From an optimization exercise on the open Yosys and OpenROAD flow, aimed at small area; shortcuts taken in it are not production practice.
RTL that was checked went through simulation tests only; none was proved equivalent to the original.
For runs 4 to 6, only the layout was checked, not whether the RTL still works.
No activity file was given, so power comes from the tool's default toggle rates.

--- design/flow/run.sh ---
#!/bin/bash
# synth_recipe.tcl (not shown) runs the flow's synth.tcl, then flattens the netlist and writes it again
# the make line also repeats each setting of config.mk as NAME=value (left out here)
make -C /OpenROAD-flow-scripts/flow DESIGN_CONFIG=/design/flow/config.mk WORK_HOME=/design/flow/orfs CLKGATE_MAP_FILE= SYNTH_SCRIPT=/design/flow/synth_recipe.tcl finish
--- design/flow/config.mk ---
export PLATFORM = sky130hd
export DESIGN_NAME = pocsag_rx
export DESIGN_NICKNAME = pocsag_rx
export VERILOG_FILES = /design/flow/design.v
export SDC_FILE = /design/flow/constraint.sdc
export NUM_CORES = 4
export LEC_CHECK = 0
export CAP_MARGIN = 20
export CORE_MARGIN = 2
export CORE_UTILIZATION = 40
export PLACE_DENSITY = 0.6
export SLEW_MARGIN = 20
--- design/flow/constraint.sdc ---
create_clock -name core_clock -period 10.0 [get_ports {clk}]
set_input_delay 2.0000 -clock core_clock [delete_from_list [all_inputs] [get_ports {clk}]]
set_output_delay 2.0000 -clock core_clock [all_outputs]
set_load 0.01 [all_outputs]
--- design/flow/design.v ---
module pocsag_rx (
    input  wire        clk,
    input  wire        rst,         
    input  wire [15:0] thresh,      
    input  wire        parity_en,   
    input  wire        in_valid,
    input  wire        in_bit,
    output wire        out_valid,
    output wire [1:0]  out_kind,
    output wire [22:0] out_data
);
    localparam [31:0] SYNC_CW = 32'h7CD215D8;
    localparam [31:0] IDLE_CW = 32'h7A89C197;
    function [9:0] xpow;
        input integer e;
        integer i;
        reg [9:0] r;
        begin
            r = 10'd1;
            for (i = 0; i < e; i = i + 1)
                r = r[9] ? ({r[8:0], 1'b0} ^ 10'h369) : {r[8:0], 1'b0};
            xpow = r;
        end
    endfunction
    reg  [30:0] win;        
    reg  [8:0]  cnt;        
    reg         in_batch;
    reg  [9:0]  lf;         
    reg         par;        
    reg  [21:0] stg;        
    wire [31:0] wn = {win, in_bit};
    reg  [5:0]  match_cnt;
    integer j;
    always @* begin
        match_cnt = 6'd0;
        for (j = 0; j < 32; j = j + 1)
            match_cnt = match_cnt + {5'd0, ~(wn[j] ^ SYNC_CW[j])};
    end
    wire window_full = (cnt[4:0] == 5'd31);
    wire qualifies   = window_full && ({match_cnt, 10'd0} >= thresh);
    wire cw_end      = in_valid && in_batch && window_full;
    wire batch_done  = cw_end && (cnt[8:5] == 4'd15);
    wire cw_start    = (cnt[4:0] == 5'd0);
    wire [9:0] lf_in = cw_start ? 10'd0 : lf;
    wire [9:0] lf_nx = lf_in[9] ? ({lf_in[8:0], in_bit} ^ 10'h369) : {lf_in[8:0], in_bit};
    always @(posedge clk) begin
        if (in_valid) begin
            win <= wn[30:0];
            lf  <= lf_nx;
            par <= (par & ~cw_start) ^ in_bit;
        end
        if (rst) begin
            cnt      <= 9'd0;
            in_batch <= 1'b0;
        end else if (in_valid) begin
            if (!in_batch && qualifies) begin
                in_batch <= 1'b1;
                cnt      <= 9'd0;
            end else begin
                if (in_batch || !window_full)
                    cnt <= cnt + 9'd1;
                if (batch_done)
                    in_batch <= 1'b0;
            end
        end
    end
    reg  [31:0] cfix;
    reg         anym;
    integer p;
    always @* begin
        cfix = wn;
        anym = 1'b0;
        for (p = 11; p <= 30; p = p + 1)
            if (lf == xpow(p - 1)) begin
                cfix[p] = ~wn[p];
                anym    = 1'b1;
            end
    end
    wire c_ok   = (lf == 10'd0) | anym;
    wire c_par  = par ^ in_bit ^ anym;
    wire c_val  = c_ok & ~(parity_en & c_par);
    wire c_idle = (cfix == IDLE_CW);
    always @(posedge clk)
        if (cw_end)
            stg <= {c_val & cfix[31], c_val & ~cfix[31] & ~c_idle, cfix[30:11]};
    reg  [21:0] rg [0:14];
    reg  [3:0]  q;
    wire [3:0]  wslot = (cnt[8:5] == 4'd15) ? 4'd0 : cnt[8:5];
    wire [21:0] ring_in = (q == wslot) ? stg : rg[14];
    integer s;
    always @(posedge clk) begin
        rg[0] <= ring_in;
        for (s = 1; s < 15; s = s + 1)
            rg[s] <= rg[s-1];
    end
    always @(posedge clk) begin
        if (rst)
            q <= 4'd0;
        else if (!batch_done)
            q <= (q == 4'd14) ? 4'd0 : q + 4'd1;
    end
    localparam [1:0] R_IDLE = 2'd0, R_CW = 2'd1, R_SER = 2'd2, R_END = 2'd3;
    reg  [1:0]  rs;
    reg  [3:0]  rk;         
    reg         active;     
    reg  [20:0] sr;         
    reg  [6:0]  c7;         
    wire [21:0] rw     = rg[14];
    wire [3:0]  rslot  = (rk == 4'd15) ? 4'd0 : rk;
    wire        rsel   = (rs == R_CW) && (q == rslot);
    wire        r_msg  = rw[21];
    wire        r_addr = rw[20];
    wire        sr_last = ~|sr[20:2];
    reg  [19:0] rw_rev;
    integer t;
    always @* begin
        for (t = 0; t < 20; t = t + 1)
            rw_rev[t] = rw[19 - t];
    end
    always @(posedge clk) begin
        if (rst) begin
            rs <= R_IDLE;
        end else begin
            case (rs)
                R_IDLE: begin
                    if (batch_done) begin
                        rs     <= R_CW;
                        rk     <= 4'd0;
                        active <= 1'b0;
                    end
                end
                R_CW: begin
                    if (rsel) begin
                        active <= r_addr | (r_msg & active);
                        if (r_addr)
                            c7 <= 7'd1;
                        if (r_msg && active) begin
                            sr <= {1'b1, rw_rev};
                            rs <= R_SER;
                        end else if (rk == 4'd15)
                            rs <= R_END;
                        else
                            rk <= rk + 4'd1;
                    end
                end
                R_SER: begin
                    sr <= {1'b0, sr[20:1]};
                    c7 <= c7[6] ? 7'd1 : {c7[5:0], sr[0]};
                    if (sr_last) begin
                        if (rk == 4'd15)
                            rs <= R_END;
                        else begin
                            rk <= rk + 4'd1;
                            rs <= R_CW;
                        end
                    end
                end
                R_END: rs <= R_IDLE;
            endcase
        end
    end
    wire is_page = rsel & r_addr;
    wire is_char = (rs == R_SER) & c7[6];
    wire is_bend = (rs == R_END);
    assign out_valid = is_page | is_char | is_bend;
    assign out_kind  = {is_bend, is_char};
    assign out_data  = is_page ? {rw[1:0], rw[19:2], rk[3:1]}
                     : is_char ? {16'd0, sr[0], c7[0], c7[1], c7[2], c7[3], c7[4], c7[5]}
                     : 23'd0;
endmodule
==> metrics.md, run 1 <==
| Metric | Value |
|---|---|
| Cells after DPL | `between 1,000 and 1,500` |
| Most used DFF post-synth | `dfxtp_1` |
| First-pass GRT wire length | `about 35,000 µm` |
| Clock network fraction of total power | `36.7%` |
| Setup crit end kind | `flop` |
| Worst Slack Setup Final | `2.91 ns` |
| Area Overhead vs Synth | `17.8%` |
| Grt ovf | `0` |
| Min-Delay Endpoint | `rg[12][5]` |
| HP Start | `rg[11][5]` |
| Worst EP arrival | `7.55 ns` |
| Power per standard cell area | `275 nW/µm²` |
| R2R Setup Slk | `about 3.4 ns` |
| Number of library cell types mapped by synthesis | `61` |
| Synthesized area | `13,500 µm²` |
| Clk_skew | `between 0.015 and 0.02 ns` |
| Syn_nets | `about 1,000` |
| CP startpoint kind | `input pin` |
| Crit share post-route | `70.9%` |
| Largest net degree at the start of global routing | `50` |
| DR DRC count | `0` |
| # clock sinks | `443` |
| Sequential fraction of design power | `a little under half` |
| Critical path class | `in2reg` |
| Asr flop ratio synth | `0%` |
| Reg2Reg Capture Point | `cnt[6]` |
| Setup bufs post-CTS | `0` |
| Max Cap Viol | `0` |
| Worst hold path class | `reg2reg` |
| Endpoints failing setup | `0` |
| Chip Width | `around 190 µm` |
| Reg2reg start | `win[16]` |
| Worst-Margin Slew | `around 1.1 ns` |
| Vias in the first global route | `between 6,000 and 7,000` |
| Post-synthesis cell count | `~950` |
| Starting Density | `roughly 40%` |
| Number of port buffers | `46` |
| Vias per std cell | `~4.6` |
| Post-Route WL | `roughly 22,000 µm` |
| Fin cells | `1,500` |
| Tmin final | `~7.1 ns` |
| Clk root buf | `clkbuf_16` |
| WL/cell | `14.6 µm` |
| Antenna diode count | `0` |
| Site Rows | `between 60 and 70` |
| Comb power frac | `around 16%` |
| Number of synthesized flops with an enable pin | `97` |
| Maximum vdd drop | `roughly 0.26 mV` |
| Sequential fraction of the synthesis area | `roughly 73%` |
| Initial antenna violation count | `0` |
| Cell-internal power | `between 0.003 and 0.004 W` |
| Fillcell total | `~3,000` |
| H-tree depth | `2` |
| Yosys reg bits | `approximately 440` |
| CTS resizes | `0` |
| Final Hold Viols | `0` |
| Clk Latency, worst-skew pair | `roughly 0.53 ns` |
| Routed Antenna Nets | `0` |
| Synth top area share | `between 50% and 60%` |
| Setup TNS | `0 ns` |
| Synth warn | `2` |
| Worst Path Required | `about 10 ns` |
| Total CTS buffers | `between 40 and 50` |
| Layout cell share with drive strength beyond 1 | `about an eighth` |
| Max Root-Sink Buffers | `3` |
| F_max | `roughly 140 MHz` |
| Avg Inst Size Synth | `14.2 µm²` |
| Final Max Slew Viols | `0` |
| RSZ-0062 raised after global routing | `false` |
| Hold path depth | `0` |
| Die Y | `~190 µm` |
| Largest cells by area after synthesis | `dfxtp_1 (51%), edfxtp_1 (22%), mux2_2 (3.6%), fa_1 (3.6%), ha_1 (2.0%)` |
| Fin nets | `1,087` |
| Total track usage | `between 10% and 20%` |
| Std-Cell Core Area | `around 33,000 µm²` |
| Pleak | `6.17 nW` |
| Total I/O pin count | `between 40 and 50` |
| DPL Wire Length | `between 10,000 and 15,000 µm` |
| CTS tree | `built` |
| 1st-pass router iterations | `5` |
| Via count | `about 6,900` |
| Worst r2r path cells | `21` |
| Crit path max fanout | `15` |
| Max-slew headroom | `approximately 29%` |
| Sw Ratio | `~25%` |
| Iteration-0 DRC Markers | `between 300 and 400` |
| Final Wtd Congestion | `between 0.8 and 0.9` |
| Net Sw Power | `0.00108 W` |
| Hold_buf cts | `0` |
| Post-synth top area cell | `dfxtp_1` |
| Die ar. | `around 35,000 µm²` |
| Outcome | `no timing/DRC/antenna violations` |
| Clk pin slew, worst setup/hold paths | `about 0.060 ns` |
| Place WS | `about 2.4 ns` |
-- cells in the mapped netlist, drive strengths merged, types with 3 or more instances --
cell type  instances
dfxtp            346
edfxtp            97
inv               73
mux2              44
nand2             35
and2              26
xnor2             26
nor2              25
fa                24
a21oi             23
ha                22
nor3              21
o21ai             21
nor4              19
clkbuf            15
buf               14
nand2b            11
nand3              9
or3                8
a21o               7
xor2               6
nand4bb            5
nor2b              5
nor4b              5
or2                5
a31oi              4
and3               4
nand4b             4
or4                4
a221oi             3
a22oi              3
a311oi             3
nand4              3
o31ai              3
-- routing by layer --
layer | vias to the layer above | global-route usage [%] | part of all wire [%]
met5 | - | 0 | 0
met4 | 0 | 3.91 | 2.2
met3 | 43 | 2.53 | 4.1
met2 | 140 | 19.1 | 44
met1 | 3293 | 18.2 | 50
li1 | 3388 | - | -
-- through the flow --
stage | util, % | cell area [µm²] | total power (W) | hold slack, ns
4_1_cts | 47.6 | 15900 | 0.00444 | 0.321
6_report | 47.6 | 15900 | 0.00438 | 0.321
3_3_place_gp | 43.3 | 14500 | 0.00277 | 0.310
3_5_place_dp | 43.3 | 14500 | 0.00282 | 0.312
2_1_floorplan | - | 13500 | 0.00263 | 0.310
5_1_grt | 47.6 | 15900 | 0.00464 | 0.324
-- how the worst max path moves through the flow --
| stage | startpoint | endpoint | slack (ns) | depth (start not counted) |
|---|---|---|---|---|
| final | in_bit | cnt[6] | 2.91 | 19 |
| after global routing | in_bit | cnt[3] | 2.60 | 19 |
| after CTS | in_bit | cnt[6] | 2.90 | 19 |
| after detailed placement | in_bit | cnt[6] | 2.35 | 19 |
| after global placement | in_bit | cnt[7] | 2.61 | 17 |
| after floorplan | in_bit | cnt[2] | 3.68 | 19 |
-- layout make-up --
| cell class | count | area [µm²] | area share, % |
|---|---|---|---|
| Sequential cell | 443 | 9840 | 61.9 |
| Clock inverter | 20 | 204 | 1.28 |
| Tap cell | 448 | 561 | 3.53 |
| Multi-Input combinational cell | 407 | 3280 | 20.6 |
| Inverter | 73 | 274 | 1.72 |
| Timing Repair Buffer | 52 | 500 | 3.15 |
| Clock buffer | 57 | 1240 | 7.82 |
-- kinds of logic after synthesis --
kind of cell	after synthesis	synth area share (%)
mux	45	3.74
simple gates	198	8.51
xor+xnor	32	2.08
fa+ha+maj	46	5.60
compound gates	86	4.19
flops	443	72.9
buf+inv	102	3.00
-- worst max-delay path, stage by stage --
cell and delay (ns):
clkdlybuf4s50_1 0.58, fa_1 0.49, inv_1 0.09, fa_1 0.41, fa_1 0.50, inv_1 0.06, fa_1 0.59, inv_1 0.06
ha_1 0.29, a21o_1 0.18, a21oi_1 0.21, xnor2_1 0.17, ha_1 0.28, a21o_1 0.18, a21oi_1 0.12, o21ai_0 0.14
a31oi_1 0.82, o21ai_0 0.23, a21oi_1 0.16
-- flip-flops by register name (all words and copies together), names as in the netlist, 7 cells and up --
name and cells:
c7 7, cnt 9, lf 10, rg 330, sr 21, stg 22
win 31
-- power by group through the flow --
stage,registers [W],logic (W),clock network [W]
6_report,0.00208,0.000690,0.00160
5_1_grt,0.00210,0.000806,0.00173
4_1_cts,0.00209,0.000700,0.00165
3_5_place_dp,0.00212,0.000696,0
3_3_place_gp,0.00212,0.000649,0
2_1_floorplan,0.00208,0.000552,0
-- cells in the final DEF, fill, tap and decap left out, drive strengths merged, types with 5 or more instances in the layout --
| master | instances |
|---|---|
| nor4 | 19 |
| edfxtp | 97 |
| buf | 7 |
| a21o | 7 |
| mux2 | 44 |
| or2 | 5 |
| xor2 | 6 |
| xnor2 | 26 |
| nor2b | 5 |
| nor4b | 5 |
| and2 | 26 |
| nand2b | 11 |
| dfxtp | 346 |
| clkdlybuf4s50 | 45 |
| o21ai | 21 |
| ha | 22 |
| nor3 | 21 |
| inv | 79 |
| fa | 24 |
| nand4bb | 5 |
| nor2 | 25 |
| a21oi | 23 |
| nand2 | 35 |
| nand3 | 9 |
| clkbuf | 57 |
| clkinv | 10 |
| or3 | 8 |
==> run 2: changes to the inputs <==
--- a/design/flow/config.mk
+++ b/design/flow/config.mk
@@ -8,5 +8,6 @@
 export CAP_MARGIN = 20
 export CORE_MARGIN = 2
 export CORE_UTILIZATION = 40
+export CTS_BUF_LIST = sky130_fd_sc_hd__clkbuf_4
 export PLACE_DENSITY = 0.6
 export SLEW_MARGIN = 20
==> run 2 against run 1 <==
Still clean; flip-flop and latch count unchanged; total power down 5.1%; design area down 0.74%; count of clock-buffer cells in the layout up 99; synthesized cell count unchanged; clock skew up 0.015 ns; via count up 5.9%; critical path type unchanged; largest cell class unchanged.
==> metrics.md, run 2 <==
| Metric | Value |
|---|---|
| HP Start | `rg[8][0] (was rg[11][5])` |
| Worst Path Required | `10.64 ns (was 10.45 ns)` |
| Number of library cell types mapped by synthesis | `61 (unchanged)` |
| Worst hold path class | `reg2reg (unchanged)` |
| Crit share post-route | `68.8% (was 70.9%)` |
| Power per standard cell area | `263 nW/µm² (was 275 nW/µm²)` |
| Vias per std cell | `4.51 (was 4.58)` |
| Layout cell share with drive strength beyond 1 | `19.5% (was 12.8%)` |
| RSZ-0062 raised after global routing | `false (unchanged)` |
| Maximum vdd drop | `0.257 mV (was 0.256 mV)` |
| Reg2Reg Capture Point | `cnt[6] (unchanged)` |
| Setup crit end kind | `flop (unchanged)` |
| DR DRC count | `0 (unchanged)` |
| # clock sinks | `443 (unchanged)` |
| Final Hold Viols | `0 (unchanged)` |
| Crit path max fanout | `15 (unchanged)` |
| Max Root-Sink Buffers | `3 (unchanged)` |
| 1st-pass router iterations | `4 (was 5)` |
| Tmin final | `6.88 ns (was 7.09 ns)` |
| Post-synthesis cell count | `952 (unchanged)` |
| Worst r2r path cells | `21 (unchanged)` |
| Number of port buffers | `46 (unchanged)` |
| Routed Antenna Nets | `0 (unchanged)` |
| Critical path class | `in2reg (unchanged)` |
| Post-synth top area cell | `dfxtp_1 (unchanged)` |
| CTS resizes | `0 (unchanged)` |
| Reg2reg start | `win[3] (was win[16])` |
| Number of synthesized flops with an enable pin | `97 (unchanged)` |
| Initial antenna violation count | `1 (was 0)` |
| Final Wtd Congestion | `0.846 (unchanged)` |
| Die ar. | `35,200 µm² (unchanged)` |
| Post-Route WL | `22,600 µm (was 21,900 µm)` |
| Most instantiated cells after synthesis | `dfxtp_1 (346), edfxtp_1 (97), inv_1 (73) (unchanged)` |
| Site Rows | `67 (unchanged)` |
| Grt ovf | `0 (unchanged)` |
| Min-Delay Endpoint | `rg[9][0] (was rg[12][5])` |
| Total I/O pin count | `47 (unchanged)` |
| Syn_nets | `1,019 (unchanged)` |
| Most used DFF post-synth | `dfxtp_1 (unchanged)` |
| Setup TNS | `0 ns (unchanged)` |
| Worst-Margin Slew | `1.04 ns (was 1.05 ns)` |
| Max-slew headroom | `30.6% (was 29.3%)` |
| Starting Density | `40.5% (unchanged)` |
| Iteration-0 DRC Markers | `381 (was 365)` |
| Total track usage | `13.2% (was 12.6%)` |
| R2R Setup Slk | `3.43 ns (was 3.39 ns)` |
| Yosys reg bits | `443 (unchanged)` |
| Final core occ | `47.3% (was 47.6%)` |
| CTS tree | `built (unchanged)` |
| Asr flop ratio synth | `0% (unchanged)` |
| Synthesized area | `13,500 µm² (unchanged)` |
| Area Overhead vs Synth | `16.9% (was 17.8%)` |
| Biggest regs | `rg: 330 flops, win: 31 flops, stg: 22 flops (unchanged)` |
| Clk root buf | `clkbuf_4 (was clkbuf_16)` |
| Top reg by flops | `rg (unchanged)` |
| Worst Slack Setup Final | `3.12 ns (was 2.91 ns)` |
| Commonest non-fill, non-tap cell in the layout | `dfxtp_1 (unchanged)` |
| Sequential fraction of the synthesis area | `72.9% (unchanged)` |
| Fin nets | `1,147 (was 1,087)` |
| Vias in the first global route | `7,317 (was 6,653)` |
| Avg Inst Size Synth | `14.2 µm² (unchanged)` |
| Via count | `7,266 (was 6,864)` |
| Worst EP arrival | `7.53 ns (was 7.55 ns)` |
| Largest cells by area after synthesis | `dfxtp_1 (51%), edfxtp_1 (22%), mux2_2 (3.6%), fa_1 (3.6%), ha_1 (2.0%) (unchanged)` |
| H-tree depth | `3 (was 2)` |
| WL/cell | `14.0 µm (was 14.6 µm)` |
| Clk pin slew, worst setup/hold paths | `0.07 ns (was 0.06 ns)` |
| Std-Cell Core Area | `33,400 µm² (unchanged)` |
| Final total power | `0.00415 W (was 0.00438 W)` |
| Most frequent cell after synthesis | `dfxtp_1 (unchanged)` |
| Synth top area share | `51.3% (unchanged)` |
| Place WS | `2.35 ns (unchanged)` |
| Max Cap Viol | `0 (unchanged)` |
| First-pass GRT wire length | `36,800 µm (was 35,400 µm)` |
| Clk_skew | `0.0304 ns (was 0.0154 ns)` |
| CP startpoint kind | `input pin (unchanged)` |
| Max reg flops | `330 (unchanged)` |
| Pleak | `6.22 nW (was 6.17 nW)` |
| Endpoints failing setup | `0 (unchanged)` |
| Setup bufs post-CTS | `0 (unchanged)` |
| Largest net degree at the start of global routing | `50 (unchanged)` |
| DPL Wire Length | `14,900 µm (unchanged)` |
| Final Max Slew Viols | `0 (unchanged)` |
| F_max | `145 MHz (was 141 MHz)` |
| Hold path depth | `0 (unchanged)` |
| Die Y | `188 µm (unchanged)` |
| Outcome | `no timing/DRC/antenna violations (unchanged)` |
| Clk Latency, worst-skew pair | `0.71 ns (was 0.53 ns)` |
| Hold_buf cts | `0 (unchanged)` |
| Chip Width | `188 µm (unchanged)` |
| Most frequent cells in the layout | `dfxtp_1 (346), clkbuf_4 (156), edfxtp_1 (97) (was dfxtp_1 (346), edfxtp_1 (97), inv_1 (73))` |
| Total CTS buffers | `103 (was 43)` |
| Synth warn | `2 (unchanged)` |
run 2: cell types whose count changed in the layout (fill, tap and decap cells not counted), sizes merged:
cell      previous run  this run
clkbuf              57       156
clkinv              10        26
bufinv               3         0
inv                 79        76
clkinvlp             1         3
diode                0         1
run 2: area by class of cell:
class / count / area, µm²
Clock buffer: 156 / 1170
Tap cell: 448 / 561
Sequential cell: 443 / 9840
Inverter: 73 / 274
Fill cell: 3108 / 17600
Clock inverter: 32 / 155
Multi-Input combinational cell: 407 / 3280
Timing Repair Buffer: 52 / 500
Antenna cell: 1 / 2.50
run 2: worst max-delay path: stages:
cell             delay, ns
clkdlybuf4s50_1       0.58
fa_1                  0.48
inv_1                 0.09
fa_1                  0.41
fa_1                  0.50
inv_1                 0.06
fa_1                  0.59
inv_1                 0.06
ha_1                  0.29
a21o_1                0.18
a21oi_1               0.21
xnor2_1               0.17
ha_1                  0.28
a21o_1                0.18
a21oi_1               0.12
o21ai_0               0.14
a31oi_1               0.81
o21ai_0               0.23
a21oi_1               0.16
run 2: metal layers:
metal / wire, µm / track usage, % / vias to the layer above / part of all wire, %
met1: 10900 / 17.7 / 3484 / 48
met3: 940 / 3.54 / 48 / 4.2
met5: 0 / 0 / - / 0
li1: - / - / 3588 / -
met4: 527 / 6.09 / 0 / 2.3
met2: 10300 / 19.9 / 146 / 45
run 2: cells by family after synthesis:
logic type                 count (synthesis)  share of synthesized area [%]
adders and majority gates                 46                           5.60
buffers and inverters                    102                           3.00
xor gates and xnor gates                  32                           2.08
muxes                                     45                           3.74
and+or+nand+nor                          198                           8.51
AOI/OAI and AO/OA                         86                           4.19
DFF                                      443                           72.9
run 2: worst max path at each step:
stage                     startpoint      to  slack (ns)  depth (start not counted)
after floorplan               in_bit  cnt[2]        3.68                         19
after global placement        in_bit  cnt[7]        2.61                         17
after detailed placement      in_bit  cnt[6]        2.35                         19
after CTS                     in_bit  cnt[6]        3.13                         19
after global routing          in_bit  cnt[3]        2.85                         19
final                         in_bit  cnt[6]        3.12                         19
run 2: report_power, final:
| part | internal (W) | leakage (nW) | switching [W] |
|---|---|---|---|
| sequential | 0.00201 | 3.82 | 0.0000723 |
| clock | 0.000719 | 0.783 | 0.000663 |
| combinational | 0.000327 | 1.62 | 0.000360 |
| total | 0.00306 | 6.22 | 0.00110 |
run 2: metrics by stage:
stage / std cells / cell area (µm²) / hold slack (ns)
2_1_floorplan: 952 / 13500 / 0.310
3_3_place_gp: 1423 / 14500 / 0.310
3_5_place_dp: 1423 / 14500 / 0.312
4_1_cts: 1611 / 15800 / 0.288
5_1_grt: 1612 / 15800 / 0.306
6_report: 1612 / 15800 / 0.295
==> run 3: changes to the inputs <==
--- a/design/flow/config.mk
+++ b/design/flow/config.mk
@@ -7,7 +7,8 @@
 export LEC_CHECK = 0
 export CAP_MARGIN = 20
 export CORE_MARGIN = 2
-export CORE_UTILIZATION = 40
-export CTS_BUF_LIST = sky130_fd_sc_hd__clkbuf_4
-export PLACE_DENSITY = 0.6
+export CORE_UTILIZATION = 60
+export CTS_BUF_LIST = sky130_fd_sc_hd__clkbuf_2 sky130_fd_sc_hd__clkbuf_4
+export CTS_CLUSTER_SIZE = 30
+export PLACE_DENSITY = 0.75
 export SLEW_MARGIN = 20
==> run 3 against run 2 <==
Still clean on timing, DRC and antenna; core utilization grew 24 points; clock skew is 0.00078 ns lower; routed wire length rose by 0.94%; critical path type unchanged; largest cell class unchanged; highest routed layer unchanged.
==> metrics.md, run 3 <==
| Metric | Value |
|---|---|
| Outcome | `no timing/DRC/antenna violations (unchanged)` |
| Starting Density | `61.5% (was 40.5%)` |
| Total CTS buffers | `101 (was 103)` |
| Most frequent cells in the layout | `dfxtp_1 (346), clkbuf_4 (149), edfxtp_1 (97) (was dfxtp_1 (346), clkbuf_4 (156), edfxtp_1 (97))` |
| DR DRC count | `0 (unchanged)` |
| Synth top area share | `51.3% (unchanged)` |
| Final Max Slew Viols | `0 (unchanged)` |
| Post-synth top area cell | `dfxtp_1 (unchanged)` |
| Crit path max fanout | `15 (unchanged)` |
| Via count | `7,345 (was 7,266)` |
| Total track usage | `19.7% (was 13.2%)` |
| Std-Cell Core Area | `22,000 µm² (was 33,400 µm²)` |
| F_max | `145 MHz (about the same)` |
| Power per standard cell area | `268 nW/µm² (was 263 nW/µm²)` |
| Worst EP arrival | `7.56 ns (was 7.53 ns)` |
| Sw Ratio | `26.6% (was 26.4%)` |
| Most frequent cell after synthesis | `dfxtp_1 (unchanged)` |
| Comb power frac | `16.7% (was 16.6%)` |
| Worst-Margin Slew | `1.05 ns (was 1.04 ns)` |
| Tmin final | `6.91 ns (was 6.88 ns)` |
| Biggest regs | `rg: 330 flops, win: 31 flops, stg: 22 flops (unchanged)` |
| Vias per std cell | `5.09 (was 4.51)` |
| RSZ-0062 raised after global routing | `false (unchanged)` |
| Site Rows | `54 (was 67)` |
| Clk pin slew, worst setup/hold paths | `0.08 ns (was 0.07 ns)` |
| Commonest non-fill, non-tap cell in the layout | `dfxtp_1 (unchanged)` |
| Max Cap Viol | `0 (unchanged)` |
| H-tree depth | `3 (unchanged)` |
| Hold_buf cts | `0 (unchanged)` |
| Pleak | `6.23 nW (was 6.22 nW)` |
| Net Sw Power | `0.00111 W (was 0.00110 W)` |
| Post-Route WL | `22,800 µm (was 22,600 µm)` |
| Post-synthesis cell count | `952 (unchanged)` |
| First-pass GRT wire length | `36,800 µm (about the same)` |
| Max Root-Sink Buffers | `3 (unchanged)` |
| Most instantiated cells after synthesis | `dfxtp_1 (346), edfxtp_1 (97), inv_1 (73) (unchanged)` |
| Largest cells by area after synthesis | `dfxtp_1 (51%), edfxtp_1 (22%), mux2_2 (3.6%), fa_1 (3.6%), ha_1 (2.0%) (unchanged)` |
| Clk_skew | `0.0296 ns (was 0.0304 ns)` |
| Clk Latency, worst-skew pair | `0.72 ns (was 0.71 ns)` |
| Fillcell total | `1,560 (was 3,108)` |
| Asr flop ratio synth | `0% (unchanged)` |
| CP startpoint kind | `input pin (unchanged)` |
| Final Wtd Congestion | `0.872 (was 0.846)` |
| Area Overhead vs Synth | `15.3% (was 16.9%)` |
| Layout cell share with drive strength beyond 1 | `19.5% (about the same)` |
| Routed Antenna Nets | `0 (unchanged)` |
| Worst Path Required | `10.65 ns (was 10.64 ns)` |
| Endpoints failing setup | `0 (unchanged)` |
| Most used DFF post-synth | `dfxtp_1 (unchanged)` |
| Max reg flops | `330 (unchanged)` |
| Iteration-0 DRC Markers | `410 (was 381)` |
| Setup bufs post-CTS | `0 (unchanged)` |
| Setup crit end kind | `flop (unchanged)` |
| Syn_nets | `1,019 (unchanged)` |
| Fin nets | `1,145 (was 1,147)` |
| Sequential fraction of design power | `50.0% (was 50.2%)` |
| Synth warn | `2 (unchanged)` |
| Largest net degree at the start of global routing | `50 (unchanged)` |
| WHS | `0.304 ns (was 0.295 ns)` |
| DPL Wire Length | `15,200 µm (was 14,900 µm)` |
| Crit share post-route | `69.1% (was 68.8%)` |
| Sequential fraction of the synthesis area | `72.9% (unchanged)` |
| CTS tree | `built (unchanged)` |
| Clk root buf | `clkbuf_4 (unchanged)` |
| Total I/O pin count | `47 (unchanged)` |
| # clock sinks | `443 (unchanged)` |
| Yosys reg bits | `443 (unchanged)` |
| Avg Inst Size Synth | `14.2 µm² (unchanged)` |
| Maximum vdd drop | `0.339 mV (was 0.257 mV)` |
| WL/cell | `15.8 µm (was 14.0 µm)` |
| Grt ovf | `0 (unchanged)` |
| Worst hold path class | `reg2reg (unchanged)` |
| 1st-pass router iterations | `5 (was 4)` |
| Chip Width | `154 µm (was 188 µm)` |
| Final Hold Viols | `0 (unchanged)` |
| Clock network fraction of total power | `33.3% (about the same)` |
| Synthesized area | `13,500 µm² (unchanged)` |
| Number of synthesized flops with an enable pin | `97 (unchanged)` |
| Number of port buffers | `46 (unchanged)` |
| Initial antenna violation count | `1 (unchanged)` |
| Die ar. | `23,700 µm² (was 35,200 µm²)` |
| Max-slew headroom | `30.0% (was 30.6%)` |
| CTS resizes | `0 (unchanged)` |
| Setup TNS | `0 ns (unchanged)` |
| Die Y | `154 µm (was 188 µm)` |
| Critical path class | `in2reg (unchanged)` |
| Cell-internal power | `0.00306 W (about the same)` |
| Number of library cell types mapped by synthesis | `61 (unchanged)` |
| Vias in the first global route | `7,480 (was 7,317)` |
| Top reg by flops | `rg (unchanged)` |
==> run 3: cell type report <==
cell class | instances | area (µm²) | share of cell area (%)
Antenna cell | 1 | 2.50 | 0.0161
Clock buffer | 149 | 1120 | 7.19
Clock inverter | 37 | 209 | 1.34
Inverter | 73 | 274 | 1.76
Multi-Input combinational cell | 407 | 3270 | 21.0
Sequential cell | 443 | 9840 | 63.2
Tap cell | 280 | 350 | 2.25
Timing Repair Buffer | 52 | 500 | 3.22
==> run 3: power groups by stage <==
stage                     clock network (W)  logic (W)  registers, W
after floorplan                           0   0.000552       0.00208
after global placement                    0   0.000648       0.00212
after detailed placement                  0   0.000686       0.00213
after CTS                           0.00143   0.000700       0.00209
after global routing                0.00152   0.000808       0.00211
final                               0.00139   0.000696       0.00209
==> run 3: kinds of logic (layout without fill, tap and decap cells) <==
group,Yosys count,count (layout),synth area share [%]
buffers and inverters,102,311,3.00
AND/OR/NAND/NOR,198,198,8.51
multiplexers,45,45,3.74
adder cells (fa/ha/maj),46,46,5.60
other,0,1,0
flip-flops,443,443,72.9
XOR/XNOR,32,32,2.08
AO/OA/AOI/OAI,86,86,4.19
==> run 3: path summary, 6_finish.rpt <==
| path | start | endpoint | slack, ns | cells past startpoint |
|---|---|---|---|---|
| worst max-delay path | in_bit | cnt[6] | 3.09 | 19 |
| worst min register to register | rg[6][2] | rg[7][2] | 0.30 | 0 |
| worst min-delay path | rg[6][2] | rg[7][2] | 0.30 | 0 |
| worst max register to register | win[16] | cnt[6] | 3.34 | 21 |
==> run 3: metrics by stage <==
| stage | utilization, % | worst slack [ns] | std cells | total power (W) | instance area [µm²] |
|---|---|---|---|---|---|
| global route | 70.9 | 2.81 | 1442 | 0.00443 | 15600 |
| floorplan | - | 3.68 | 952 | 0.00263 | 13500 |
| global placement | 64.8 | 2.63 | 1255 | 0.00277 | 14200 |
| detailed placement | 64.8 | 2.41 | 1255 | 0.00281 | 14200 |
| finish | 70.9 | 3.09 | 1442 | 0.00417 | 15600 |
| CTS | 70.8 | 3.15 | 1441 | 0.00422 | 15600 |
==> run 3: critical path, cell delays in order <==
cell,delay [ns]
clkdlybuf4s50_1,0.56
fa_1,0.46
inv_1,0.08
fa_1,0.41
fa_1,0.49
inv_1,0.05
fa_1,0.59
inv_1,0.07
ha_1,0.30
a21o_1,0.18
a21oi_1,0.23
xnor2_1,0.16
ha_1,0.27
a21o_1,0.19
a21oi_1,0.17
o21ai_0,0.14
a31oi_1,0.81
o21ai_0,0.23
a21oi_1,0.18
==> run 3: per-layer routing <==
| metal | global-route usage (%) | routed length, µm | vias to the layer above | part of all wire (%) |
|---|---|---|---|---|
| li1 | - | - | 3575 | - |
| met1 | 25.7 | 10500 | 3579 | 46 |
| met4 | 7.74 | 366 | 0 | 1.6 |
| met2 | 31.7 | 11000 | 158 | 48 |
| met3 | 5.27 | 919 | 33 | 4.0 |
| met5 | 0 | 0 | - | 0 |
==> run 4: changes to the inputs <==
--- a/design/flow/design.v
+++ b/design/flow/design.v
@@ -103,19 +103,20 @@
     reg  [1:0]  rs;
     reg  [3:0]  rk;         
     reg         active;     
-    reg  [20:0] sr;         
+    reg         half;       
+    reg  [10:0] sr;         
     reg  [6:0]  c7;         
     wire [21:0] rw     = rg[14];
     wire [3:0]  rslot  = (rk == 4'd15) ? 4'd0 : rk;
     wire        rsel   = (rs == R_CW) && (q == rslot);
     wire        r_msg  = rw[21];
     wire        r_addr = rw[20];
-    wire        sr_last = ~|sr[20:2];
-    reg  [19:0] rw_rev;
+    wire        sr_last = ~|sr[10:2];
+    reg  [9:0]  chunk;
     integer t;
     always @* begin
-        for (t = 0; t < 20; t = t + 1)
-            rw_rev[t] = rw[19 - t];
+        for (t = 0; t < 10; t = t + 1)
+            chunk[t] = half ? rw[9 - t] : rw[19 - t];
     end
     always @(posedge clk) begin
         if (rst) begin
@@ -127,27 +128,36 @@
                         rs     <= R_CW;
                         rk     <= 4'd0;
                         active <= 1'b0;
+                        half   <= 1'b0;
                     end
                 end
                 R_CW: begin
                     if (rsel) begin
-                        active <= r_addr | (r_msg & active);
-                        if (r_addr)
-                            c7 <= 7'd1;
-                        if (r_msg && active) begin
-                            sr <= {1'b1, rw_rev};
+                        if (half) begin
+                            sr <= {1'b1, chunk};
                             rs <= R_SER;
-                        end else if (rk == 4'd15)
-                            rs <= R_END;
-                        else
-                            rk <= rk + 4'd1;
+                        end else begin
+                            active <= r_addr | (r_msg & active);
+                            if (r_addr)
+                                c7 <= 7'd1;
+                            if (r_msg && active) begin
+                                sr <= {1'b1, chunk};
+                                rs <= R_SER;
+                            end else if (rk == 4'd15)
+                                rs <= R_END;
+                            else
+                                rk <= rk + 4'd1;
+                        end
                     end
                 end
                 R_SER: begin
-                    sr <= {1'b0, sr[20:1]};
+                    sr <= {1'b0, sr[10:1]};
                     c7 <= c7[6] ? 7'd1 : {c7[5:0], sr[0]};
                     if (sr_last) begin
-                        if (rk == 4'd15)
+                        half <= ~half;
+                        if (!half)
+                            rs <= R_CW;
+                        else if (rk == 4'd15)
                             rs <= R_END;
                         else begin
                             rk <= rk + 4'd1;
==> design/flow/config.mk (replaced) <==
export PLATFORM = sky130hd
export DESIGN_NAME = pocsag_rx
export DESIGN_NICKNAME = pocsag_rx
export VERILOG_FILES = /design/flow/design.v
export SDC_FILE = /design/flow/constraint.sdc
export NUM_CORES = 4
export LEC_CHECK = 0
export CAP_MARGIN = 20
export CORE_MARGIN = 2
export CORE_UTILIZATION = 40
export CTS_BUF_LIST = sky130_fd_sc_hd__clkbuf_4
export PLACE_DENSITY = 0.6
export SLEW_MARGIN = 20
==> run 4 against run 3 <==
Still clean on timing, DRC and antenna; worst hold slack lost 0.0073 ns; sequential share of layout area is 1.7 points lower; routed wire length decreased by 1.7%; flip-flop and latch count decreased by 9; sequential power is 3% lower; via count down 2.1%; clock skew increased by 0.012 ns; critical path type unchanged; largest power group unchanged.
==> metrics.md, run 4 <==
| Metric | Value |
|---|---|
| Outcome | `no timing/DRC/antenna violations (unchanged)` |
| Std-Cell Core Area | `32,600 µm² (was 22,000 µm²)` |
| Worst Path Required | `10.60 ns (was 10.65 ns)` |
| CTS tree | `built (unchanged)` |
| Clock network fraction of total power | `34.6% (was 33.3%)` |
| Largest cells by area after synthesis | `dfxtp_1 (52%), edfxtp_1 (20%), fa_1 (3.6%), xnor2_1 (2.2%), ha_1 (2.1%) (was dfxtp_1 (51%), edfxtp_1 (22%), mux2_2 (3.6%), fa_1 (3.6%), ha_1 (2.0%))` |
| Net Sw Power | `0.00105 W (was 0.00111 W)` |
| Crit share post-route | `66.3% (was 69.1%)` |
| Most frequent cell after synthesis | `dfxtp_1 (unchanged)` |
| Die Y | `186 µm (was 154 µm)` |
| Worst hold path class | `reg2reg (unchanged)` |
| # clock sinks | `434 (was 443)` |
| Vias in the first global route | `7,158 (was 7,480)` |
| Avg Inst Size Synth | `13.8 µm² (was 14.2 µm²)` |
| Max reg flops | `330 (unchanged)` |
| Total CTS buffers | `101 (unchanged)` |
| Number of synthesized flops with an enable pin | `88 (was 97)` |
| Commonest non-fill, non-tap cell in the layout | `dfxtp_1 (unchanged)` |
| Grt ovf | `0 (unchanged)` |
| Synthesized area | `13,300 µm² (was 13,500 µm²)` |
| Maximum vdd drop | `0.139 mV (was 0.339 mV)` |
| Setup bufs post-CTS | `0 (unchanged)` |
| Clk Latency, worst-skew pair | `0.75 ns (was 0.72 ns)` |
| Clk_skew | `0.0418 ns (was 0.0296 ns)` |
| First-pass GRT wire length | `36,500 µm (was 36,800 µm)` |
| Site Rows | `66 (was 54)` |
| Tmin final | `6.63 ns (was 6.91 ns)` |
| Starting Density | `40.7% (was 61.5%)` |
| Layout cell share with drive strength beyond 1 | `18.2% (was 19.5%)` |
| Post-synthesis cell count | `961 (was 952)` |
| Endpoints failing setup | `0 (unchanged)` |
| Power per standard cell area | `261 nW/µm² (was 268 nW/µm²)` |
| Setup crit end kind | `flop (unchanged)` |
| DPL Wire Length | `14,900 µm (was 15,200 µm)` |
| Max Cap Viol | `0 (unchanged)` |
| Iteration-0 DRC Markers | `399 (was 410)` |
| Total track usage | `13.7% (was 19.7%)` |
| Routed Antenna Nets | `0 (unchanged)` |
| Die ar. | `34,700 µm² (was 23,700 µm²)` |
| Final Max Slew Viols | `0 (unchanged)` |
| Number of port buffers | `46 (unchanged)` |
| RSZ-0062 raised after global routing | `false (unchanged)` |
| Total I/O pin count | `47 (unchanged)` |
| Pleak | `6.22 nW (was 6.23 nW)` |
| 1st-pass router iterations | `5 (unchanged)` |
| DR DRC count | `0 (unchanged)` |
| Setup TNS | `0 ns (unchanged)` |
| Clk pin slew, worst setup/hold paths | `0.06 ns (was 0.08 ns)` |
| Post-synth top area cell | `dfxtp_1 (unchanged)` |
| CTS resizes | `0 (unchanged)` |
| F_max | `151 MHz (was 145 MHz)` |
| Max-slew headroom | `28.9% (was 30.0%)` |
| Number of library cell types mapped by synthesis | `64 (was 61)` |
| Via count | `7,192 (was 7,345)` |
| Asr flop ratio synth | `0% (unchanged)` |
| Crit path max fanout | `12 (was 15)` |
| Area Overhead vs Synth | `17.0% (was 15.3%)` |
| Hold_buf cts | `0 (unchanged)` |
| Most used DFF post-synth | `dfxtp_1 (unchanged)` |
| Most instantiated cells after synthesis | `dfxtp_1 (346), edfxtp_1 (88), inv_1 (72) (was dfxtp_1 (346), edfxtp_1 (97), inv_1 (73))` |
| Biggest regs | `rg: 330 flops, win: 31 flops, stg: 22 flops (unchanged)` |
| Synth top area share | `52.1% (was 51.3%)` |
| CP startpoint kind | `input pin (unchanged)` |
| Sequential fraction of design power | `50.0% (about the same)` |
| Fin nets | `1,152 (was 1,145)` |
| Syn_nets | `1,028 (was 1,019)` |
| Final Wtd Congestion | `0.886 (was 0.872)` |
| Chip Width | `186 µm (was 154 µm)` |
| Post-Route WL | `22,500 µm (was 22,800 µm)` |
| Vias per std cell | `4.46 (was 5.09)` |
| Largest net degree at the start of global routing | `48 (was 50)` |
| Clk root buf | `clkbuf_4 (unchanged)` |
| WL/cell | `13.9 µm (was 15.8 µm)` |
| Synth warn | `2 (unchanged)` |
| Worst Slack Setup Final | `3.37 ns (was 3.09 ns)` |
| Worst-Margin Slew | `1.06 ns (was 1.05 ns)` |
| Max Root-Sink Buffers | `3 (unchanged)` |
| Sw Ratio | `26.0% (was 26.6%)` |
| Worst EP arrival | `7.23 ns (was 7.56 ns)` |
| Initial antenna violation count | `1 (unchanged)` |
| Final Hold Viols | `0 (unchanged)` |
| Top reg by flops | `rg (unchanged)` |
| Yosys reg bits | `434 (was 443)` |
| H-tree depth | `3 (unchanged)` |
| Most frequent cells in the layout | `dfxtp_1 (346), clkbuf_4 (156), edfxtp_1 (88) (was dfxtp_1 (346), clkbuf_4 (149), edfxtp_1 (97))` |
| Critical path class | `in2reg (unchanged)` |
| Sequential fraction of the synthesis area | `72.0% (was 72.9%)` |
| Place WS | `2.56 ns (was 2.41 ns)` |
| Comb power frac | `15.4% (was 16.7%)` |
| Cell-internal power | `0.00300 W (was 0.00306 W)` |
-- run 4: cell count changes in the layout (fill, tap and decap cells not counted), moves of 6 or more --
| cell | before | now |
|---|---|---|
| a21oi_1 | 23 | 17 |
| clkbuf_4 | 149 | 156 |
| edfxtp_1 | 97 | 88 |
| mux2_2 | 43 | 23 |
| mux2i_1 | 1 | 14 |
| nand2_1 | 34 | 40 |
| nand4_1 | 3 | 16 |
| nor2_1 | 25 | 40 |
| nor4_1 | 19 | 7 |
| o21ai_0 | 21 | 29 |
| xnor2_1 | 26 | 33 |
-- run 4: cell type report --
cell class	instances	area (µm²)
fillers	2964	17100
flip-flops and latches	434	9570
multi-input cells	426	3320
clock buffers	156	1170
well taps	442	553
repair buffers	50	485
inverters	72	270
clock inverters	31	179
diodes	1	2.50
-- run 4: cell families after synthesis --
logic type                 count (synthesis)  share of synthesized area [%]
AOI/OAI and AO/OA                         85                           4.22
xor gates and xnor gates                  38                           2.50
buffers and inverters                    101                           3.10
and+or+nand+nor                          220                           9.48
adders and majority gates                 46                           5.69
DFF                                      434                           72.0
muxes                                     37                           3.00
-- run 4: power groups by stage --
stage	clock, W	combinational (W)	sequential, W
finish	0.00140	0.000625	0.00203
global route	0.00156	0.000746	0.00205
CTS	0.00146	0.000641	0.00203
detailed placement	0	0.000636	0.00207
global placement	0	0.000620	0.00206
floorplan	0	0.000531	0.00203
-- run 4: metrics by stage --
| step | util (%) | hold slack [ns] | power, W | std cells | area (µm²) |
|---|---|---|---|---|---|
| global placement | 43.5 | 0.310 | 0.00268 | 1424 | 14200 |
| floorplan | - | 0.310 | 0.00256 | 961 | 13300 |
| finish | 47.7 | 0.297 | 0.00406 | 1612 | 15500 |
| CTS | 47.7 | 0.284 | 0.00413 | 1611 | 15500 |
| global route | 47.7 | 0.300 | 0.00435 | 1612 | 15500 |
| detailed placement | 43.5 | 0.312 | 0.00270 | 1424 | 14200 |
-- run 4: routing by layer --
metal	part of all wire (%)	vias to the layer above	global-route usage, %
li1	-	3573	-
met1	48	3435	18.2
met2	45	141	20.6
met3	4.5	43	4.03
met4	2.1	0	6.46
met5	0	-	0
-- run 4: final timing paths --
path                                start         to  slack (ns)  cells after the start
worst max register to register    win[16]     cnt[8]        3.63                     22
worst min-delay path            rg[5][21]  rg[6][21]        0.30                      0
worst max-delay path               in_bit     cnt[8]        3.37                     20
worst min register to register  rg[5][21]  rg[6][21]        0.30                      0
-- run 4: worst max-delay path, cell delays in order --
cell             delay (ns)
clkdlybuf4s50_1        0.58
fa_1                   0.47
inv_1                  0.08
fa_1                   0.40
fa_1                   0.49
inv_1                  0.05
fa_1                   0.59
inv_1                  0.06
ha_1                   0.28
a21o_1                 0.15
a21oi_1                0.22
xnor2_1                0.15
ha_1                   0.25
a21o_1                 0.18
a21oi_1                0.13
o21ai_1                0.10
a31oi_1                0.67
nor3_1                 0.14
xnor2_1                0.17
nor2_1                 0.06
==> run 5: changes to the inputs <==
==> design/flow/flow/run.sh (new file) <==
#!/bin/bash
set -euo pipefail
export CTS_ARGS="-sink_clustering_enable -repair_clock_nets -dont_use_dummy_load -buf_list sky130_fd_sc_hd__clkbuf_8 -sink_clustering_size 16 -sink_clustering_max_diameter 45"
export BUFFER_PORTS_ARGS="-buffer_cell sky130_fd_sc_hd__buf_1"
bash standard.sh > standard.log 2>&1
==> design/flow/standard.sh (new file) <==
#!/bin/bash
# synth_recipe.tcl (not shown) runs the flow's synth.tcl, then flattens the netlist and writes it again
# the make line also repeats each setting of config.mk as NAME=value (left out here)
make -C /OpenROAD-flow-scripts/flow DESIGN_CONFIG=/design/flow/config.mk WORK_HOME=/design/flow/orfs CLKGATE_MAP_FILE= SYNTH_SCRIPT=/design/flow/synth_recipe.tcl "${@:-finish}"
--- a/design/flow/config.mk
+++ b/design/flow/config.mk
@@ -8,6 +8,5 @@
 export CAP_MARGIN = 20
 export CORE_MARGIN = 2
 export CORE_UTILIZATION = 40
-export CTS_BUF_LIST = sky130_fd_sc_hd__clkbuf_4
 export PLACE_DENSITY = 0.6
 export SLEW_MARGIN = 20
removed: design/flow/run.sh
==> run 5 against run 4 <==
Final cell count shrank 9.1%; first-iteration DRC count grew 2.3%; synthesized area is the same; global-route usage shrank 0.65 points; critical path depth is the same; die area is the same; clock power shrank 38%; clock skew grew 0.021 ns; critical path type unchanged; largest power group unchanged.
==> metrics.md, run 5 <==
| Metric | Value |
|---|---|
| Grt ovf | `0 (unchanged)` |
| Fin nets | `1,092 (was 1,152)` |
| Maximum vdd drop | `0.131 mV (was 0.139 mV)` |
| Starting Density | `40.7% (unchanged)` |
| Reg2reg start | `win[16] (unchanged)` |
| Clk root buf | `clkbuf_8 (was clkbuf_4)` |
| Die Y | `186 µm (unchanged)` |
| Std-Cell Core Area | `32,600 µm² (unchanged)` |
| Post-synth top area cell | `dfxtp_1 (unchanged)` |
| Number of port buffers | `46 (unchanged)` |
| DPL Wire Length | `15,100 µm (was 14,900 µm)` |
| DR DRC count | `0 (unchanged)` |
| Reg2Reg Capture Point | `cnt[5] (was cnt[8])` |
| Sequential fraction of design power | `57.2% (was 50.0%)` |
| RSZ-0062 raised after global routing | `false (unchanged)` |
| Sw Ratio | `25.7% (was 26.0%)` |
| Antenna diode count | `0 (was 1)` |
| Final core occ | `44.4% (was 47.7%)` |
| Final Max Slew Viols | `0 (unchanged)` |
| Most used DFF post-synth | `dfxtp_1 (unchanged)` |
| CP startpoint kind | `input pin (unchanged)` |
| Endpoints failing setup | `0 (unchanged)` |
| Asr flop ratio synth | `0% (unchanged)` |
| Synth warn | `2 (unchanged)` |
| First-pass GRT wire length | `34,800 µm (was 36,500 µm)` |
| Yosys reg bits | `434 (unchanged)` |
| Setup crit end kind | `flop (unchanged)` |
| Post-synthesis cell count | `961 (unchanged)` |
| Clk Latency, worst-skew pair | `0.56 ns (was 0.75 ns)` |
| Most frequent cells in the layout | `dfxtp_1 (346), edfxtp_1 (88), inv_1 (72) (was dfxtp_1 (346), clkbuf_4 (156), edfxtp_1 (88))` |
| Setup TNS | `0 ns (unchanged)` |
| Fillcell total | `2,975 (was 2,964)` |
| Total CTS buffers | `41 (was 101)` |
| Clock network fraction of total power | `24.5% (was 34.6%)` |
| Worst Path Required | `10.37 ns (was 10.60 ns)` |
| WL/cell | `14.8 µm (was 13.9 µm)` |
| Largest net degree at the start of global routing | `48 (unchanged)` |
| Synth top area share | `52.1% (unchanged)` |
| Setup bufs post-CTS | `0 (unchanged)` |
| Routed Antenna Nets | `0 (unchanged)` |
| Cell-internal power | `0.00263 W (was 0.00300 W)` |
| Clk_skew | `0.0628 ns (was 0.0418 ns)` |
| Layout cell share with drive strength beyond 1 | `8.50% (was 18.2%)` |
| WHS | `0.293 ns (was 0.297 ns)` |
| Most instantiated cells after synthesis | `dfxtp_1 (346), edfxtp_1 (88), inv_1 (72) (unchanged)` |
| Synthesized area | `13,300 µm² (unchanged)` |
| Top reg by flops | `rg (unchanged)` |
| CTS tree | `built (unchanged)` |
| Critical path class | `in2reg (unchanged)` |
| Vias per std cell | `4.63 (was 4.46)` |
| Clk pin slew, worst setup/hold paths | `0.09 ns (was 0.06 ns)` |
| Site Rows | `66 (unchanged)` |
| R2R Setup Slk | `3.53 ns (was 3.63 ns)` |
| Most frequent cell after synthesis | `dfxtp_1 (unchanged)` |
| Vias in the first global route | `6,490 (was 7,158)` |
| Slowest CP cell | `a31oi_1 (unchanged)` |
| Net Sw Power | `0.000911 W (was 0.00105 W)` |
| Avg Inst Size Synth | `13.8 µm² (unchanged)` |
| Crit path depth | `20 (unchanged)` |
| CP Cell Sequence | `buf_1 -> fa_1 -> inv_1 -> fa_1 -> fa_1 -> inv_1 -> fa_1 -> inv_1 -> ha_1 -> a21o_1 -> a21oi_1 -> xnor2_1 -> ha_1 -> a21o_1 -> a21oi_1 -> o21ai_1 -> a31oi_1 -> nor4_1 -> xnor2_1 -> nor2_1 (was clkdlybuf4s50_1 -> fa_1 -> inv_1 -> fa_1 -> fa_1 -> inv_1 -> fa_1 -> inv_1 -> ha_1 -> a21o_1 -> a21oi_1 -> xnor2_1 -> ha_1 -> a21o_1 -> a21oi_1 -> o21ai_1 -> a31oi_1 -> nor3_1 -> xnor2_1 -> nor2_1)` |
| Post-Route WL | `21,700 µm (was 22,500 µm)` |
| Crit path max fanout | `12 (unchanged)` |
| Worst hold path class | `reg2reg (unchanged)` |
| Worst r2r path cells | `22 (unchanged)` |
| Syn_nets | `1,028 (unchanged)` |
| Initial antenna violation count | `0 (was 1)` |
| 1st-pass router iterations | `5 (unchanged)` |
| Area Overhead vs Synth | `8.94% (was 17.0%)` |
| Pleak | `5.61 nW (was 6.22 nW)` |
| Power per standard cell area | `245 nW/µm² (was 261 nW/µm²)` |
| Bufs and invs on worst path | `4 (unchanged)` |
| Sequential fraction of the synthesis area | `72.0% (unchanged)` |
| Crit share post-route | `65.1% (was 66.3%)` |
| Chip Width | `186 µm (unchanged)` |
| Biggest regs | `rg: 330 flops, win: 31 flops, stg: 22 flops (unchanged)` |
| Outcome | `no timing/DRC/antenna violations (unchanged)` |
| Via count | `6,779 (was 7,192)` |
| Max reg flops | `330 (unchanged)` |
| F_max | `154 MHz (was 151 MHz)` |
| Iteration-0 DRC Markers | `408 (was 399)` |
| CTS resizes | `0 (unchanged)` |
| Comb power frac | `18.3% (was 15.4%)` |
| Delay-heaviest family, CP | `adder cells (unchanged)` |
| Max Cap Viol | `0 (unchanged)` |
| Number of synthesized flops with an enable pin | `88 (unchanged)` |
| Worst EP arrival | `6.89 ns (was 7.23 ns)` |
| Tmin final | `6.51 ns (was 6.63 ns)` |
| Max incr delay on CP | `0.65 ns (was 0.67 ns)` |
| H-tree depth | `2 (was 3)` |
| Largest cells by area after synthesis | `dfxtp_1 (52%), edfxtp_1 (20%), fa_1 (3.6%), xnor2_1 (2.2%), ha_1 (2.1%) (unchanged)` |
| Max Root-Sink Buffers | `3 (unchanged)` |
| Total track usage | `13.0% (was 13.7%)` |
| CP most frequent cell | `fa_1 (unchanged)` |
| Max-slew headroom | `31.4% (was 28.9%)` |
| Worst-Margin Slew | `1.03 ns (was 1.06 ns)` |
| # clock sinks | `434 (unchanged)` |
| Hold_buf cts | `0 (unchanged)` |
| Number of library cell types mapped by synthesis | `64 (unchanged)` |
| Final Wtd Congestion | `0.863 (was 0.886)` |
| Total I/O pin count | `47 (unchanged)` |
| Crit path launch | `in_bit (unchanged)` |
| Die ar. | `34,700 µm² (unchanged)` |
| Worst setup path endpoint | `cnt[5] (was cnt[8])` |
| Commonest non-fill, non-tap cell in the layout | `dfxtp_1 (unchanged)` |
| Final Hold Viols | `0 (unchanged)` |
run 5: worst register-to-register path, delay by kind of cell, from the launching register on:
kind | cells | cell delay [ns]
XOR/XNOR | 2 | 0.36
AND/OR/NAND/NOR | 2 | 0.20
adder cells (fa/ha/maj) | 8 | 3.68
buffers and inverters | 4 | 0.27
AO/OA/AOI/OAI | 6 | 1.42
flip-flops | 1 | 0.37
run 5: worst min-delay path by stage:
stage / end / slack [ns] / from / cells past startpoint
final: rg[10][11] / 0.29 / rg[9][11] / 0
after CTS: rg[10][11] / 0.29 / rg[9][11] / 0
after global routing: rg[10][11] / 0.29 / rg[9][11] / 0
after detailed placement: rg[12][0] / 0.31 / rg[11][0] / 0
after global placement: rg[4][13] / 0.31 / rg[3][13] / 0
after floorplan: rg[10][0] / 0.31 / rg[9][0] / 0
run 5: power groups by stage:
stage | logic [W] | registers [W] | clock network (W)
after global placement | 0.000619 | 0.00206 | 0
after global routing | 0.000766 | 0.00205 | 0.000975
final | 0.000647 | 0.00203 | 0.000869
after detailed placement | 0.000661 | 0.00207 | 0
after floorplan | 0.000531 | 0.00203 | 0
after CTS | 0.000664 | 0.00203 | 0.000908
run 5: stage by stage:
stage	total power (W)	setup WS, ns	std cells	area (µm²)
after floorplan	0.00256	3.76	961	13300
after global placement	0.00268	3.01	1424	13900
after detailed placement	0.00273	2.91	1424	13900
after CTS	0.00360	3.46	1465	14500
after global routing	0.00379	3.05	1465	14500
final	0.00354	3.49	1465	14500
run 5: logic make-up after synthesis:
logic type	after synthesis	share of synthesized area (%)
DFF	434	72.0
muxes	37	3.00
buffers and inverters	101	3.10
adders and majority gates	46	5.69
and+or+nand+nor	220	9.48
AOI/OAI and AO/OA	85	4.22
xor gates and xnor gates	38	2.50
run 5: final cells by class:
type / count / area, µm² / share of cell area [%]
clock buffers: 41 / 564 / 3.90
multi-input cells: 426 / 3320 / 22.9
flip-flops and latches: 434 / 9570 / 66.1
well taps: 442 / 553 / 3.82
inverters: 72 / 270 / 1.87
repair buffers: 50 / 204 / 1.41
run 5: routing by layer:
metal / track usage, % / share of wire, % / vias to the layer above
met5: 0 / 0 / -
met4: 5.07 / 2.7 / 0
met3: 2.59 / 4.8 / 50
met2: 20.4 / 45 / 160
met1: 17.9 / 47 / 3235
li1: - / - / 3334
==> run 6: changes to the inputs <==
==> design/flow/flow/run.sh (replaced) <==
#!/bin/bash
set -euo pipefail
export CTS_ARGS="-sink_clustering_enable -repair_clock_nets -dont_use_dummy_load -root_buf sky130_fd_sc_hd__clkbuf_16 -buf_list {sky130_fd_sc_hd__clkbuf_4 sky130_fd_sc_hd__clkbuf_8} -sink_clustering_buffer sky130_fd_sc_hd__clkbuf_4 -sink_clustering_size 12 -sink_clustering_max_diameter 40"
export BUFFER_PORTS_ARGS="-buffer_cell sky130_fd_sc_hd__buf_1"
bash standard.sh > standard.log 2>&1
==> run 6 against run 5 <==
Still clean on timing, DRC and antenna; non-clock buffer count is the same; die area unchanged; sequential share of layout area up 0.43 points; final cell count up 0.68%; via count up 0.89%; register-to-register slack barely moved; synthesized cell count unchanged; critical path depth unchanged; largest cell class unchanged.
==> metrics.md, run 6 <==
| Metric | Value |
|---|---|
| F_max | `153 MHz (was 154 MHz)` |
| Grt ovf | `0 (unchanged)` |
| Final Max Slew Viols | `0 (unchanged)` |
| Outcome | `no timing/DRC/antenna violations (unchanged)` |
| Max Cap Viol | `0 (unchanged)` |
| Post-synthesis cell count | `961 (unchanged)` |
| Crit share post-route | `65.4% (was 65.1%)` |
| Vias in the first global route | `6,610 (was 6,490)` |
| Worst r2r path cells | `22 (unchanged)` |
| Post-synth top area cell | `dfxtp_1 (unchanged)` |
| Endpoints failing setup | `0 (unchanged)` |
| Sequential fraction of the synthesis area | `72.0% (unchanged)` |
| DPL Wire Length | `15,100 µm (unchanged)` |
| Reg2reg start | `win[16] (unchanged)` |
| Synth top area share | `52.1% (unchanged)` |
| Number of library cell types mapped by synthesis | `64 (unchanged)` |
| Chip Width | `186 µm (unchanged)` |
| Starting Density | `40.7% (unchanged)` |
| Synth warn | `2 (unchanged)` |
| Top reg by flops | `rg (unchanged)` |
| # clock sinks | `434 (unchanged)` |
| Worst-Margin Slew | `1.04 ns (was 1.03 ns)` |
| Via count | `6,839 (was 6,779)` |
| Most used DFF post-synth | `dfxtp_1 (unchanged)` |
| First-pass GRT wire length | `35,200 µm (was 34,800 µm)` |
| Final Hold Viols | `0 (unchanged)` |
| Most frequent cell after synthesis | `dfxtp_1 (unchanged)` |
| Yosys reg bits | `434 (unchanged)` |
| Hold path depth | `0 (unchanged)` |
| Most instantiated cells after synthesis | `dfxtp_1 (346), edfxtp_1 (88), inv_1 (72) (unchanged)` |
| Final Wtd Congestion | `0.863 (unchanged)` |
| Routed Antenna Nets | `0 (unchanged)` |
| Area of the multi-input gates | `3320 µm² (unchanged)` |
| CP most frequent cell | `fa_1 (unchanged)` |
| Crit path max fanout | `12 (unchanged)` |
| Maximum vdd drop | `0.131 mV (about the same)` |
| R2R Setup Slk | `3.54 ns (was 3.53 ns)` |
| Worst Path Required | `10.37 ns (about the same)` |
| Power per standard cell area | `241 nW/µm² (was 245 nW/µm²)` |
| CTS resizes | `0 (unchanged)` |
| Fin nets | `1,102 (was 1,092)` |
| Hold_buf cts | `0 (unchanged)` |
| Layout cell share with drive strength beyond 1 | `9.39% (was 8.50%)` |
| Synthesized area | `13,300 µm² (unchanged)` |
| Reg2Reg Capture Point | `cnt[5] (unchanged)` |
| H-tree depth | `2 (unchanged)` |
| Number of port buffers | `46 (unchanged)` |
| Max incr delay on CP | `0.67 ns (was 0.65 ns)` |
| Setup TNS | `0 ns (unchanged)` |
| Area Overhead vs Synth | `8.24% (was 8.94%)` |
| RSZ-0062 raised after global routing | `false (unchanged)` |
| Die Y | `186 µm (unchanged)` |
| Antenna diode count | `0 (unchanged)` |
| 1st-pass router iterations | `5 (unchanged)` |
| Post-Route WL | `21,800 µm (was 21,700 µm)` |
| Setup bufs post-CTS | `0 (unchanged)` |
| Std-Cell Core Area | `32,600 µm² (unchanged)` |
| Critical path class | `in2reg (unchanged)` |
| Iteration-0 DRC Markers | `374 (was 408)` |
| CP startpoint kind | `input pin (unchanged)` |
| CTS tree | `built (unchanged)` |
| Number of synthesized flops with an enable pin | `88 (unchanged)` |
| Total I/O pin count | `47 (unchanged)` |
| Max reg flops | `330 (unchanged)` |
| Final core occ | `44.1% (was 44.4%)` |
| Commonest non-fill, non-tap cell in the layout | `dfxtp_1 (unchanged)` |
| Largest cells by area after synthesis | `dfxtp_1 (52%), edfxtp_1 (20%), fa_1 (3.6%), xnor2_1 (2.2%), ha_1 (2.1%) (unchanged)` |
| Clk root buf | `clkbuf_16 (was clkbuf_8)` |
| Fillcell total | `2,988 (was 2,975)` |
| Slowest CP cell | `a31oi_1 (unchanged)` |
| Initial antenna violation count | `0 (unchanged)` |
| Vias per std cell | `4.64 (was 4.63)` |
| HP Start | `rg[3][5] (was rg[9][11])` |
| Die ar. | `34,700 µm² (unchanged)` |
| Register area | `9570 µm² (unchanged)` |
| Delay-heaviest family, CP | `adder cells (unchanged)` |
| Biggest regs | `rg: 330 flops, win: 31 flops, stg: 22 flops (unchanged)` |
| WL/cell | `14.8 µm (about the same)` |
| Largest net degree at the start of global routing | `48 (unchanged)` |
| Site Rows | `66 (unchanged)` |
| CP Cell Sequence | `buf_1 -> fa_1 -> inv_1 -> fa_1 -> fa_1 -> inv_1 -> fa_1 -> inv_1 -> ha_1 -> a21o_1 -> a21oi_1 -> xnor2_1 -> ha_1 -> a21o_1 -> a21oi_1 -> o21ai_1 -> a31oi_1 -> nor4_1 -> xnor2_1 -> nor2_1 (unchanged)` |
| Clk_skew | `0.0592 ns (was 0.0628 ns)` |
| DR DRC count | `0 (unchanged)` |
| Total CTS buffers | `51 (was 41)` |
| Clk Latency, worst-skew pair | `0.51 ns (was 0.56 ns)` |
| Setup crit end kind | `flop (unchanged)` |
| Most frequent cells in the layout | `dfxtp_1 (346), edfxtp_1 (88), inv_1 (72) (unchanged)` |
| Worst EP arrival | `6.91 ns (was 6.89 ns)` |
| Asr flop ratio synth | `0% (unchanged)` |
| Clk pin slew, worst setup/hold paths | `0.11 ns (was 0.09 ns)` |
| Max-slew headroom | `30.7% (was 31.4%)` |
| Syn_nets | `1,028 (unchanged)` |
| Pleak | `5.59 nW (was 5.61 nW)` |
| Tmin final | `6.54 ns (was 6.51 ns)` |
| Final total power | `0.00347 W (was 0.00354 W)` |
| Min-Delay Endpoint | `rg[4][5] (was rg[10][11])` |
| Total track usage | `13.2% (was 13.0%)` |
| Avg Inst Size Synth | `13.8 µm² (unchanged)` |
| Bufs and invs on worst path | `4 (unchanged)` |
| Max Root-Sink Buffers | `3 (unchanged)` |
| Worst hold path class | `reg2reg (unchanged)` |
==> run 6: changes by cell type in the layout (fill, tap and decap cells not counted), sizes merged <==
| cell | delta |
|---|---|
| clkbuf | +10 |
==> run 6: how the worst max path moves through the flow <==
stage | startpoint | slack, ns | end | depth (start not counted)
finish | in_bit | 3.46 | cnt[5] | 20
global route | in_bit | 3.08 | cnt[8] | 20
CTS | in_bit | 3.46 | cnt[5] | 20
detailed placement | in_bit | 2.91 | cnt[5] | 18
global placement | in_bit | 3.01 | cnt[5] | 18
floorplan | in_bit | 3.76 | cnt[5] | 18
==> run 6: report_power, final <==
part	switching [W]	internal (W)
registers	0.0000718	0.00195
logic	0.000337	0.000310
clock network	0.000495	0.000304
==> run 6: final cells by class <==
class	instances	area share [%]
Sequential cell	434	66.5
Multi-Input combinational cell	426	23.1
Tap cell	442	3.84
Clock buffer	51	3.27
Inverter	72	1.88
Timing Repair Buffer	50	1.42
==> run 6: logic make-up (layout without fill, tap and decap cells) <==
group                    after synthesis  after routing  share of synthesized area (%)
buffers and inverters                101            173                           3.10
multiplexers                          37             37                           3.00
AO/OA/AOI/OAI                         85             85                           4.22
XOR/XNOR                              38             38                           2.50
AND/OR/NAND/NOR                      220            220                           9.48
flip-flops                           434            434                           72.0
adder cells (fa/ha/maj)               46             46                           5.69
==> run 6: worst register-to-register path: stages (launching register included) <==
cell      delay, ns
edfxtp_1       0.36
inv_1          0.11
fa_1           0.56
inv_1          0.05
fa_1           0.47
fa_1           0.45
fa_1           0.51
fa_1           0.54
inv_1          0.05
fa_1           0.59
inv_1          0.06
ha_1           0.28
a21o_1         0.15
a21oi_1        0.21
xnor2_1        0.16
ha_1           0.28
a21o_1         0.19
a21oi_1        0.13
o21ai_1        0.09
a31oi_1        0.67
nor4_1         0.15
xnor2_1        0.21
nor2_1         0.05
==> run 6: stage by stage <==
| step | setup slack [ns] | instances | hold slack, ns | area (µm²) |
|---|---|---|---|---|
| 6_report | 3.46 | 1475 | 0.280 | 14400 |
| 5_1_grt | 3.08 | 1475 | 0.272 | 14400 |
| 4_1_cts | 3.46 | 1475 | 0.281 | 14400 |
| 3_5_place_dp | 2.91 | 1424 | 0.312 | 13900 |
| 3_3_place_gp | 3.01 | 1424 | 0.310 | 13900 |
| 2_1_floorplan | 3.76 | 961 | 0.310 | 13300 |
==> run 6: routing by layer <==
layer	wire length [µm]	global-route usage [%]	up-vias
li1	-	-	3376
met1	10200	17.9	3267
met2	9930	20.6	145
met3	1010	3.12	51
met4	589	5.13	0
met5	0	0	-

[afterwards: timing with drivers on the ports]
The flow's constraints put no driver on any port. The routed layouts listed below were extracted and timed again, unchanged, in two steps. Step 1, drivers: a clkbuf_16 drives clk and a buf_2 each remaining input, both assumed. Step 2 adds t to the input delays and takes it off the output delays; t is the mean of the earliest and latest rising clock arrival at the registers after step 1. Input paths then give back, and output paths get back, about the clock's delay inside the block. Slacks: ideal ports / drivers / drivers and shift; pairs: ideal ports / drivers.
| run | t (ns) | setup WS [ns] | worst hold slack (ns) | worst data-port slew with drivers (ns) |
|---|---|---|---|---|
| run 1 | 0.567 | 2.907 / 2.932 / 2.365 | 0.321 / 0.321 / 0.321 | 0.03 |
| run 2 | 0.742 | 3.116 / 3.138 / 2.395 | 0.295 / 0.295 / 0.295 | 0.03 |
| run 3 | 0.742 | 3.091 / 3.112 / 2.370 | 0.304 / 0.304 / 0.304 | 0.04 |
| run 4 | 0.766 | 3.368 / 3.389 / 2.623 | 0.297 / 0.297 / 0.297 | 0.04 |
| run 5 | 0.571 | 3.488 / 3.513 / 2.942 | 0.293 / 0.293 / 0.293 | 0.03 |
| run 6 | 0.537 | 3.465 / 3.494 / 2.956 | 0.280 / 0.280 / 0.280 | 0.03 |
After both steps setup and hold are still met in every run listed. For run 4, which loses most, drivers alone change the setup slack by +0.021 ns; drivers and shift together by -0.745 ns.
